Background: an optimization exercise with open tools, aiming at small area and a short achievable clock period. Do not read the settings as production practice.
The RTL was checked by simulation tests, not by an equivalence proof against the original design.
Power is estimated from default activity; no workload was simulated.

==> flow/design.v <==
module minifloat_unit (
    input  wire        clk,
    input  wire [4:0]  op,
    input  wire [31:0] a,
    input  wire [31:0] b,
    output wire [31:0] y,
    output wire [1:0]  st
);
    wire [11:0] ahi_d;
    wire [4:0]  tz_d;
    wire        or_d;
    mf_front u_front (.op(op), .a(a), .b(b[7:0]), .ahi(ahi_d), .tz(tz_d), .or19_11(or_d));
    reg [4:0]  op_q;
    reg [7:0]  p_q;        
    reg [11:0] ahi_q;      
    reg [2:0]  amid_q;     
    reg        a16_q;      
    reg        or_q;       
    reg [4:0]  tz_q;       
    always @(posedge clk) begin
        op_q   <= op;
        p_q    <= a[7:0];
        ahi_q  <= ahi_d;
        amid_q <= a[10:8];
        a16_q  <= a[16];
        or_q   <= or_d;
        tz_q   <= tz_d;
    end
    wire [7:0] lo_d;
    wire [8:0] hi_d;
    wire [1:0] st_d;
    mf_core u_core (.op(op_q), .p(p_q), .q(ahi_q[11:4]), .lt(ahi_q[3]), .d(ahi_q[2:0]), .ahi(ahi_q), .amid(amid_q),
                    .a16(a16_q), .or19_11(or_q), .tz(tz_q), .lo(lo_d), .hi(hi_d), .st(st_d));
    reg [7:0]  lo_q;
    reg [8:0]  hi_q;      
    reg [1:0]  st_q;
    always @(posedge clk) begin
        lo_q <= lo_d;
        hi_q <= hi_d;
        st_q <= st_d;
    end
    assign y  = {hi_q[8:7], {4{hi_q[6]}}, hi_q[5:0], 12'd0, lo_q};
    assign st = st_q;
endmodule
module mf_front (
    input  wire [4:0]  op,
    input  wire [31:0] a,
    input  wire [7:0]  b,
    output wire [11:0] ahi,       
    output wire [4:0]  tz,        
    output wire        or19_11
);
    wire       vv = (op == 5'd9) || (op[4:2] == 3'b011 && op[1:0] != 2'b11);
    wire [7:0] q  = {b[7] ^ (op == 5'd13), b[6:0]};
    wire       lt = (a[6:4] < b[6:4]);
    wire [2:0] d  = lt ? (b[6:4] - a[6:4]) : (a[6:4] - b[6:4]);
    assign ahi = vv ? {q, lt, d} : a[31:20];
    assign or19_11 = |a[19:11];
    wire [23:0] g = {1'b1, a[22:0]};
    wire [5:0]  z;                   
    wire [11:0] l;                   
    genvar i;
    generate
        for (i = 0; i < 6; i = i + 1) begin : grp
            wire [3:0] w = g[4*i+3:4*i];
            assign z[i]         = ~|w;
            assign l[2*i+1]     = ~w[0] & ~w[1];
            assign l[2*i]       = ~w[0] & (w[1] | ~w[2]);
        end
    endgenerate
    wire [5:0] first = {z[4] & z[3] & z[2] & z[1] & z[0],
                        ~z[4] & z[3] & z[2] & z[1] & z[0],
                        ~z[3] & z[2] & z[1] & z[0],
                        ~z[2] & z[1] & z[0],
                        ~z[1] & z[0],
                        ~z[0]};
    assign tz[4]   = z[3] & z[2] & z[1] & z[0];
    assign tz[3]   = z[1] & z[0] & ~(z[2] & z[3]);
    assign tz[2]   = first[1] | first[3] | first[5];
    assign tz[1:0] = ({2{first[0]}} & l[1:0])  | ({2{first[1]}} & l[3:2])  |
                     ({2{first[2]}} & l[5:4])  | ({2{first[3]}} & l[7:6])  |
                     ({2{first[4]}} & l[9:8])  | ({2{first[5]}} & l[11:10]);
endmodule
module mf_core (
    input  wire [4:0]  op,
    input  wire [7:0]  p,
    input  wire [7:0]  q,
    input  wire        lt,
    input  wire [2:0]  d,
    input  wire [11:0] ahi,       
    input  wire [2:0]  amid,      
    input  wire        a16,
    input  wire        or19_11,
    input  wire [4:0]  tz,
    output reg  [7:0]  lo,        
    output wire [8:0]  hi,        
    output reg  [1:0]  st
);
    wire op_norm = (op == 5'd10);
    wire op_mul  = (op == 5'd14);
    wire [7:0]  v_l   = lt ? q : p;                   
    wire [7:0]  v_s  = lt ? p : q;                   
    wire [3:0]  ml   = v_l[3:0];
    wire [10:0] xs   = {7'd0, v_s[3:0]} << d;
    wire        same = (p[7] == q[7]);
    wire        hi0  = (xs[10:4] == 7'd0);
    wire        sgt  = !hi0 || (xs[3:0] > ml);       
    wire        tie  = hi0 && (xs[3:0] == ml);
    wire [9:0]  sum  = xs[9:0] + {6'd0, ml};
    wire [9:0]  dif1 = xs[9:0] - {6'd0, ml};
    wire [3:0]  dif2 = ml - xs[3:0];
    wire [9:0]  add_m    = same ? sum : (sgt ? dif1 : {6'd0, dif2});
    wire        add_s    = same ? p[7] : (sgt ? v_s[7] : v_l[7]);
    wire        add_zero = !same && tie;
    wire [3:0] esum      = {1'b0, p[6:4]} + {1'b0, q[6:4]};
    wire       mul_s     = p[7] ^ q[7];
    wire [7:0] mul_p     = p[3:0] * q[3:0];
    wire       mul_under = (esum < 4'd2);
    wire       mul_sat   = (esum > 4'd8);
    wire [2:0] mul_e     = esum[2:0] - 3'd2;
    wire norm_big = (ahi[11:7] != 5'd0) || (ahi[3:0] != 4'd0) || or19_11 || amid[2];
    wire [2:0] n_e   = op_norm ? ahi[6:4] : (op_mul ? mul_e : v_l[6:4]);
    wire [9:0] n_m   = op_norm ? {amid[1:0], p} : (op_mul ? {2'd0, mul_p} : add_m);
    wire       n_sat = op_norm ? norm_big : (op_mul && mul_sat);
    reg  [2:0] k;
    reg  [3:0] mo;
    always @* begin
        casez (n_m)
            10'b1?????????: begin k = 3'd6; mo = n_m[9:6]; end
            10'b01????????: begin k = 3'd5; mo = n_m[8:5]; end
            10'b001???????: begin k = 3'd4; mo = n_m[7:4]; end
            10'b0001??????: begin k = 3'd3; mo = n_m[6:3]; end
            10'b00001?????: begin k = 3'd2; mo = n_m[5:2]; end
            10'b000001????: begin k = 3'd1; mo = n_m[4:1]; end
            default:        begin k = 3'd0; mo = n_m[3:0]; end
        endcase
    end
    wire       n_s = n_sat || (n_e == 3'd7) || (k > n_e);
    wire [6:0] n_y = n_s ? 7'h70 : {n_e - k, mo};
    wire       vs = p[7];
    wire [2:0] ve = p[6:4];
    wire [3:0] vm = p[3:0];
    reg  [1:0] lp;
    reg  [2:0] fr;
    always @* begin
        casez (vm)
            4'b1???: begin lp = 2'd3; fr = vm[2:0]; end
            4'b01??: begin lp = 2'd2; fr = {vm[1:0], 1'b0}; end
            4'b001?: begin lp = 2'd1; fr = {vm[0], 2'b0}; end
            default: begin lp = 2'd0; fr = 3'd0; end
        endcase
    end
    wire [7:0]  xexp   = 8'd125 + {5'd0, ve} + {6'd0, lp};
    wire [11:0] tof_hi = (vm == 4'd0) ? {vs, 11'd0} : {vs, xexp, fr};
    assign hi = (op == 5'd15) ? {tof_hi[11:10], tof_hi[9], tof_hi[5:0]} : 9'd0;
    wire       fs   = ahi[11];
    wire [7:0] fx   = ahi[10:3];
    wire [3:0] top  = {1'b1, ahi[2:0]};
    wire       xz   = (fx == 8'd0);
    wire       fz   = (tz == 5'd23);
    wire       xlo  = (fx < 8'd125);               
    wire       xhi  = (fx > 8'd147);               
    wire [4:0] u    = fx[4:0] + 5'd3;              
    wire [5:0] qp   = {1'b0, u} + {1'b0, tz};      
    wire       low  = xlo || (!xhi && (qp < 6'd23));
    wire       high = xhi || (qp > 6'd29);
    wire [2:0] eb   = qp[2:0] + 3'd1;              
    wire       tge  = (tz >= 5'd20);
    wire [3:0] mt   = top >> tz[1:0];              
    wire [2:0] c    = 3'd4 - tz[2:0];              
    wire [3:0] e2   = {1'b0, eb} - {1'b0, c};      
    wire       e2ok = (tz >= 5'd14) && !e2[3];
    wire [6:0] inr  = (high || !(tge || e2ok)) ? 7'h70 : (tge ? {eb, mt} : {e2[2:0], top});
    wire       xabs = xz ? !fz : low;
    wire [7:0] xy   = xz ? {fs, 7'd0} : {fs, inr};
    wire [1:0] ash  = 2'd0 - fx[1:0];              
    wire [6:0] alo  = xlo ? 7'd0 : ((fx <= 8'd128) ? {3'd0, top >> ash} : 7'h70);
    wire [7:0] ay   = xz ? {fs, 7'd0} : (low ? {fs, alo} : {fs, inr});
    always @* begin
        lo = 8'd0;
        st = 2'd0;
        case (op)
            5'd0:  lo = 8'd0;
            5'd1:  lo = 8'h21;
            5'd2:  lo = {a16, amid, p[3:0]};
            5'd3:  lo = {7'd0, p[7]};
            5'd4:  lo = {5'd0, p[6:4]};
            5'd5:  lo = {4'd0, p[3:0]};
            5'd6:  lo = {7'd0, p[7]};
            5'd7:  lo = {7'd0, ~p[7]};
            5'd8:  lo = (p[6:0] == 7'd0) ? 8'd0 : (p[7] ? 8'hFF : 8'h01);
            5'd9:  lo = {7'd0, (p == q)};
            5'd10: lo = {1'b0, n_y};
            5'd11: lo = p ^ 8'h80;
            5'd12, 5'd13: lo = add_zero ? 8'd0 : {add_s, n_y};
            5'd14: lo = mul_under ? {mul_s, 7'd0} : {mul_s, n_y};
            5'd15: lo = 8'd0;
            5'd16: begin
                if (xabs) st = 2'd1;
                else      lo = xy;
            end
            5'd17: lo = ay;
            default: st = 2'd2;
        endcase
    end
endmodule
==> flow/config.mk <==
export PLATFORM = sky130hd
export DESIGN_NAME = minifloat_unit
export DESIGN_NICKNAME = minifloat_unit
export VERILOG_FILES = /design/flow/design.v
export SDC_FILE = /design/flow/constraint.sdc
export NUM_CORES = 4
export LEC_CHECK = 0
export CAP_MARGIN = 20
export CORE_MARGIN = 2
export CORE_UTILIZATION = 55
export CTS_BUF_LIST = sky130_fd_sc_hd__clkbuf_4 sky130_fd_sc_hd__clkbuf_8
export CTS_CLUSTER_DIAMETER = 60
export CTS_CLUSTER_SIZE = 24
export SLEW_MARGIN = 20
export SYNTH_HIERARCHICAL = 1
export SYNTH_MINIMUM_KEEP_SIZE = 0
export TNS_END_PERCENT = 50
==> flow/constraint.sdc <==
create_clock -name core_clock -period 15.0 [get_ports {clk}]
set_input_delay 3.0000 -clock core_clock [delete_from_list [all_inputs] [get_ports {clk}]]
set_output_delay 3.0000 -clock core_clock [all_outputs]
set_load 0.01 [all_outputs]
standard.sh (not shown) runs the stock make flow with config.mk's settings and CLKGATE_MAP_FILE= SYNTH_SCRIPT=/design/flow/synth_recipe.tcl, a recipe that flattens the netlist after the stock synthesis.
==> flow/flow/run.sh <==
#!/bin/bash
# Own layout flow: the standard ORFS flow (standard.sh) with these changes.
#  1. Synthesis is synth_recipe.tcl unchanged except that ABC maps the
#     request-stage module mf_front with flow/abc_front.script and the rest
#     with flow/abc.script (registers, flattening and renaming as standard).
#  2. Ports are buffered with sky130_fd_sc_hd__buf_1 instead of the delay
#     buffer buffer_ports picks by default.
#  3. Yosys maps adders to plain gates for ABC (no full/half-adder cells).
#  4. repair_timing aims at a setup margin of flow/margin.txt ns, so that it
#     works on the datapath rather than stopping once the 15 ns clock is met.
# Each tool's full output stays in orfs/logs/; make's own output goes to
# make_finish.log in this folder.
set -euo pipefail
HERE=$(pwd)
MARGIN=$(cat flow/margin.txt)
cat > my_synth.tcl <<EOT
proc abc {args} {
  set i [lsearch -exact \$args -script]
  set front \$args
  lset front [expr {\$i + 1}] $HERE/flow/abc_front.script
  yosys abc {*}\$front mf_front
  set rest \$args
  lset rest [expr {\$i + 1}] $HERE/flow/abc.script
  yosys abc {*}\$rest
}
EOT
cat synth_recipe.tcl >> my_synth.tcl
bash standard.sh SYNTH_SCRIPT=$HERE/my_synth.tcl SETUP_SLACK_MARGIN=$MARGIN \
  "BUFFER_PORTS_ARGS=-buffer_cell sky130_fd_sc_hd__buf_1" ADDER_MAP_FILE= finish > make_finish.log 2>&1
==> flow/flow/abc.script <==
strash
dc2
balance
 rewrite
 refactor
 balance
 rewrite
 rewrite -z
 balance
 refactor -z
 rewrite -z
 balance
&get -n
&deepsyn -T 60
&put
dch -f
map -B 0.9
topo
==> flow/flow/abc_front.script <==
strash
balance
 rewrite
 refactor
 balance
 rewrite
 rewrite -z
 balance
 refactor -z
 rewrite -z
 balance
balance
 rewrite
 refactor
 balance
 rewrite
 rewrite -z
 balance
 refactor -z
 rewrite -z
 balance
dch -f
map -B 0.9
topo
buffer -c
upsize -c
dnsize -c
==> flow/flow/margin.txt <==
11.1
The baseline finished with timing, DRC and antenna clean.
Edit:
==> flow/flow/abc.script (replaced) <==
strash
balance
 rewrite
 refactor
 balance
 rewrite
 rewrite -z
 balance
 refactor -z
 rewrite -z
 balance
balance
 rewrite
 refactor
 balance
 rewrite
 rewrite -z
 balance
 refactor -z
 rewrite -z
 balance
dch -f
map -B 0.9
amap
topo
buffer -c
upsize -c
dnsize -c
==> flow/flow/margin.txt (replaced) <==
11.2
Settings changed: TNS_END_PERCENT 50 to unset.
Result: Core utilization rises by 6.4 points. Global-route usage rises by 2.6 points. Clock-buffer cell count rises by 1.
Edit:
==> flow/flow/abc.script (replaced) <==
strash
dc2
balance
 rewrite
 refactor
 balance
 rewrite
 rewrite -z
 balance
 refactor -z
 rewrite -z
 balance
&get -n
&deepsyn -T 60
&put
dch -f
map -B 0.9
topo
Settings changed: CORE_UTILIZATION 55 to 70.
Effect:
- The changed run completed with no timing, DRC or antenna violations
- worst hold slack loses 0.046 ns
- cell count shrinks by 1.1%
- sequential power is about the same
- count of clock-buffer cells in the layout stays the same
- via count grows by 1.6%
Edit:
==> flow/flow/abc.script (replaced) <==
strash
balance
 rewrite
 refactor
 balance
 rewrite
 rewrite -z
 balance
 refactor -z
 rewrite -z
 balance
balance
 rewrite
 refactor
 balance
 rewrite
 rewrite -z
 balance
 refactor -z
 rewrite -z
 balance
dch -f
map -B 0.9
topo
buffer -c
upsize -c
dnsize -c
Settings changed: CORE_UTILIZATION 70 to 55.
=> The changed run produced a clean layout; total power came out higher by 16%; utilization decreases by 23 points; hold slack gains 0.095 ns; register-to-register slack gets better by 0.16 ns; worst setup slack got worse by 0.018 ns; wire length came out higher by 5.9%; non-clock buffer count drops by 18.

==> re-timing with driven ports <==
How much do the figures lean on ideal ports? The routed layouts below were timed once more, with nothing changed but the port constraints.
Step 1: set_driving_cell puts a clkbuf_16 on clk and a buf_2 on each other input, an assumption about the parent block.
Step 2, shift: input delay + t, output delay - t, t = (earliest + latest rising clock arrival at the registers) / 2. This alone moves slack from input paths to output paths.
Three values: ideal ports, drivers, drivers and shift; two values: the first two.
| run | shift t [ns] | slack for setup (ns) | worst setup path after step 2 | latest minus earliest clock arrival (ns) | worst register clock-pin slew, ns |
|---|---|---|---|---|---|
| the first run | 0.343 | 11.186 / 11.151 / 10.903 | input to register | 0.008 / 0.008 | 0.10 / 0.10 |
| the second run | 0.334 | 10.452 / 10.452 / 10.452 | register to register | 0.005 / 0.006 | 0.10 / 0.10 |
| the third run | 0.343 | 11.197 / 11.166 / 10.949 | input to register | 0.011 / 0.011 | 0.10 / 0.10 |
| the fourth run | 0.350 | 11.179 / 11.146 / 10.952 | input to register | 0.014 / 0.015 | 0.10 / 0.10 |
After both steps every run listed still meets setup and hold. The setup slack of the first run, which loses most, moves by -0.035 ns with the drivers and by -0.283 ns with both steps.
